This design comes from an exercise in tuning for small area, a short achievable clock period and few clock cycles per item on the open sky130 flow, not from production work. In this exercise RTL edits were held to simulation tests only and were not proved equivalent to the original. Power figures rest on the tool's default switching activity, not on a simulated workload.

// upb_freq_codec
module upb_freq_codec (
    input             clk,
    input             rst,           
    input             in_valid,
    output            in_ready,
    input      [3:0]  in_op,         
    input             in_layout,     
    input      [31:0] in_freq,
    input      [31:0] in_fcint,
    input      [31:0] in_fcfrac,
    input      [15:0] in_dreg0,
    input      [15:0] in_dreg1,
    output            out_valid,
    output     [3:0]  out_fcause,    
    output     [31:0] out_freq,
    output     [7:0]  out_fcint,
    output     [23:0] out_fcfrac,
    output     [15:0] out_dreg0,
    output     [15:0] out_dreg1
);
Size: ~1300 cells after synthesis, about 240 I/O pins.
clock: 11.0 ns
lec_check: 0
cap_margin: 20
core_margin: 2
core_utilization: 55
slew_margin: 20
standard.sh (not shown) runs the stock make flow with config.mk's settings and CLKGATE_MAP_FILE= SYNTH_SCRIPT=/design/flow/synth_recipe.tcl, a recipe that flattens the netlist after the stock synthesis.
==> flow/flow/run.sh <==
#!/bin/bash
# Standard ORFS layout (standard.sh), with the port buffers made of the smallest buffer
# and timing repair aiming below the clock period. Each step's output goes to its own log.
set -euo pipefail
export BUFFER_PORTS_ARGS="-buffer_cell sky130_fd_sc_hd__buf_1"
if [[ -f flow/margin.txt ]]; then export SETUP_SLACK_MARGIN=$(cat flow/margin.txt); fi
bash standard.sh synth > synth.log 2>&1
bash standard.sh floorplan > floorplan.log 2>&1
bash standard.sh place > place.log 2>&1
bash standard.sh cts > cts.log 2>&1
bash standard.sh route > route.log 2>&1
bash standard.sh finish > finish.log 2>&1
==> flow/flow/margin.txt <==
7.0
The starting point produced a clean layout.
Testbench counts at the start, summed over its fixed seeds: cycles 10,791, items 2,400.
Then changed:
- GPL_ROUTABILITY_DRIVEN: unset -> 0
Design area is higher by 0.36%. Wire length goes up by 1.4%. Total power increases by about 0.8%. Setup slack gets worse by 210 ps. Core utilization grows by 0.22 points. Sequential power barely changes. Hold slack hardly moves. Via count went up by about 1.2%. Clock power grows by about 2%. Cell count barely changes.
Then changed:
==> flow/flow/margin.txt (replaced) <==
6.8
- CORE_UTILIZATION: 55 -> 60
- GPL_ROUTABILITY_DRIVEN: 0 -> unset
The changed run ran to the end with no violations.
Utilization increases by 4.0 points.
Count of clock-buffer cells in the layout is unchanged.
Worst setup slack got worse by 37 ps.
Via count decreases by 1.2%.
Clock skew decreases by 15 ps.
Global-route usage increases by 2.8 points.
Synthesized cell count does not change.
Then changed:
==> flow/flow/margin.txt (replaced) <==
7.1
- CAP_MARGIN: 20 -> 10
- CORE_UTILIZATION: 60 -> 55
- SLEW_MARGIN: 20 -> 10
What happened: Sequential share of layout area went down by 0.86 points; utilization fell by 2.7 points; power is higher by 3.5%; wire length rose by 4.8%; design area goes up by 5.0%; setup slack gets better by 230 ps.
Then changed:
==> flow/flow/margin.txt (replaced) <==
7.0
- CAP_MARGIN: 10 -> 20
- SLEW_MARGIN: 10 -> 20
- TNS_END_PERCENT: unset -> 10
Outcome:
- The changed run completed with no timing, DRC or antenna violations
- wire length went down by about 2.2%
- clock skew stays flat
- clock power hardly moves
- combinational power went down by 4.4%
- non-clock buffer count went down by 12
- utilization went down by 2.1 points


Another version of the RTL of upb_freq_codec (not shown whole).
Size in the first run: roughly 1200 cells after synthesis, ~62 flip-flops, about 240 I/O pins.
Settings: LEC_CHECK=0, CAP_MARGIN=20, CORE_MARGIN=2, CORE_UTILIZATION=40, SLEW_MARGIN=20; clock period 11.0 ns.
==> flow/flow/margin.txt <==
7.3
Scripts as last shown in full above: flow/flow/run.sh
The first run ran to the end with no violations.
Testbench counts at the start, summed over its fixed seeds: cycles 12,458, items 2,400.
Next try:
==> flow/flow/margin.txt (replaced) <==
7.1
--- a/flow/config.mk
+++ b/flow/config.mk
@@ -10 +10 @@
-export CORE_UTILIZATION = 40
+export CORE_UTILIZATION = 45
Effect: Wire length fell by 1.9%. Clock skew goes up by 0.0031 ns. Clock-buffer cell count goes up by 2. Sequential power barely changes. Die area fell by 11%. Final area came out lower by 5.4%. Core utilization increases by 3.2 points. Total power goes down by 4.5%. Hold slack gains 0.029 ns.


Starting RTL as in the previous note.
export LEC_CHECK = 0
export CAP_MARGIN = 20
export CORE_MARGIN = 2
export CORE_UTILIZATION = 62
export SLEW_MARGIN = 20
create_clock -name core_clock -period 11.0 [get_ports {clk}]
==> flow/flow/margin.txt <==
7.0
Scripts as last shown in full above: flow/flow/run.sh
The starting point completed without violations.
Testbench counts at the start, summed over its fixed seeds: cycles 12,458, items 2,400.
==> next run, changes <==
Settings changed: CORE_UTILIZATION 62 to 55.
Register-to-register slack is better by 0.10 ns.
Die area rises by 12%.
Cell area is about the same.
Synthesized area is unchanged.
Sequential share of layout area climbs by 0.11 points.


sierra:
RTL: one of the versions met above, not the one the previous note started from.
For scale: ~1300 cells after synthesis, roughly 9600 um^2 of cells after synthesis.
Settings: LEC_CHECK=0, CAP_MARGIN=0, CORE_MARGIN=2, CORE_UTILIZATION=55, SLEW_MARGIN=0; clock period 11.0 ns.
Scripts as last shown in full above: flow/flow/run.sh, flow/flow/margin.txt
Having completed the whole flow, sierra delivered a layout that passed the timing, design-rule and antenna checks.
Testbench counts of sierra, summed over its fixed seeds: cycles 10,791, items 2,400.
For xenon, these inputs were changed with respect to sierra:
# sierra
export LEC_CHECK = 0
export CAP_MARGIN = 0
export CORE_MARGIN = 2
export CORE_UTILIZATION = 55
export SLEW_MARGIN = 0
create_clock -name core_clock -period 11.0 [get_ports {clk}]
# xenon
export LEC_CHECK = 0
export CAP_MARGIN = 20
export CORE_MARGIN = 2
export CORE_UTILIZATION = 55
export SLEW_MARGIN = 20
export TNS_END_PERCENT = 20
create_clock -name core_clock -period 11.0 [get_ports {clk}]
==> flow/flow/margin.txt <==
7.2
Notes after the runs:
xenon ended with every stage complete and zero timing, DRC or antenna violations.
sierra → xenon: setup slack at placement shows an increase of 0.17 ns; count of nets left with antenna violations after detail routing shows no meaningful change; area of the mapped netlist shows no meaningful change.

## separate check: timing with driven ports
The flow's constraints put no driver on any port. The routed layouts listed below were extracted and timed again, unchanged, in two steps.
Step 1 assumes that a clkbuf_16 drives the clock port and a buf_2 every other input.
Step 2 also shifts input and output timing later by t, the mid clock arrival at the registers, as if the neighbouring blocks saw the same clock.
Slacks: ideal ports / drivers / drivers and shift; pairs: ideal ports / drivers.
| run | t (ns) | setup WS [ns] | worst hold slack (ns) |
|---|---|---|---|
| the first run of note 1 | 0.396 | 7.140 / 7.140 / 6.784 | 0.433 / 0.433 / 0.433 |
| the second run of note 1 | 0.402 | 6.930 / 6.930 / 6.753 | 0.430 / 0.430 / 0.430 |
| the third run of note 1 | 0.399 | 6.893 / 6.893 / 6.587 | 0.461 / 0.461 / 0.461 |
| the fourth run of note 1 | 0.392 | 7.120 / 7.120 / 6.801 | 0.432 / 0.432 / 0.432 |
| the fifth run of note 1 | 0.395 | 7.030 / 7.030 / 6.684 | 0.432 / 0.432 / 0.432 |
| the first run of note 2 | 0.389 | 7.272 / 7.272 / 7.070 | 0.457 / 0.457 / 0.457 |
| the second run of note 2 | 0.403 | 7.205 / 7.205 / 6.855 | 0.486 / 0.486 / 0.486 |
| the first run of note 3 | 0.391 | 7.036 / 7.036 / 6.772 | 0.472 / 0.472 / 0.472 |
| the second run of note 3 | 0.389 | 7.138 / 7.138 / 6.817 | 0.464 / 0.464 / 0.464 |
| sierra | 0.396 | 7.140 / 7.140 / 6.784 | 0.433 / 0.433 / 0.433 |
| xenon | 0.404 | 7.153 / 7.153 / 6.910 | 0.431 / 0.431 / 0.431 |
After both steps every run listed still meets setup and hold.
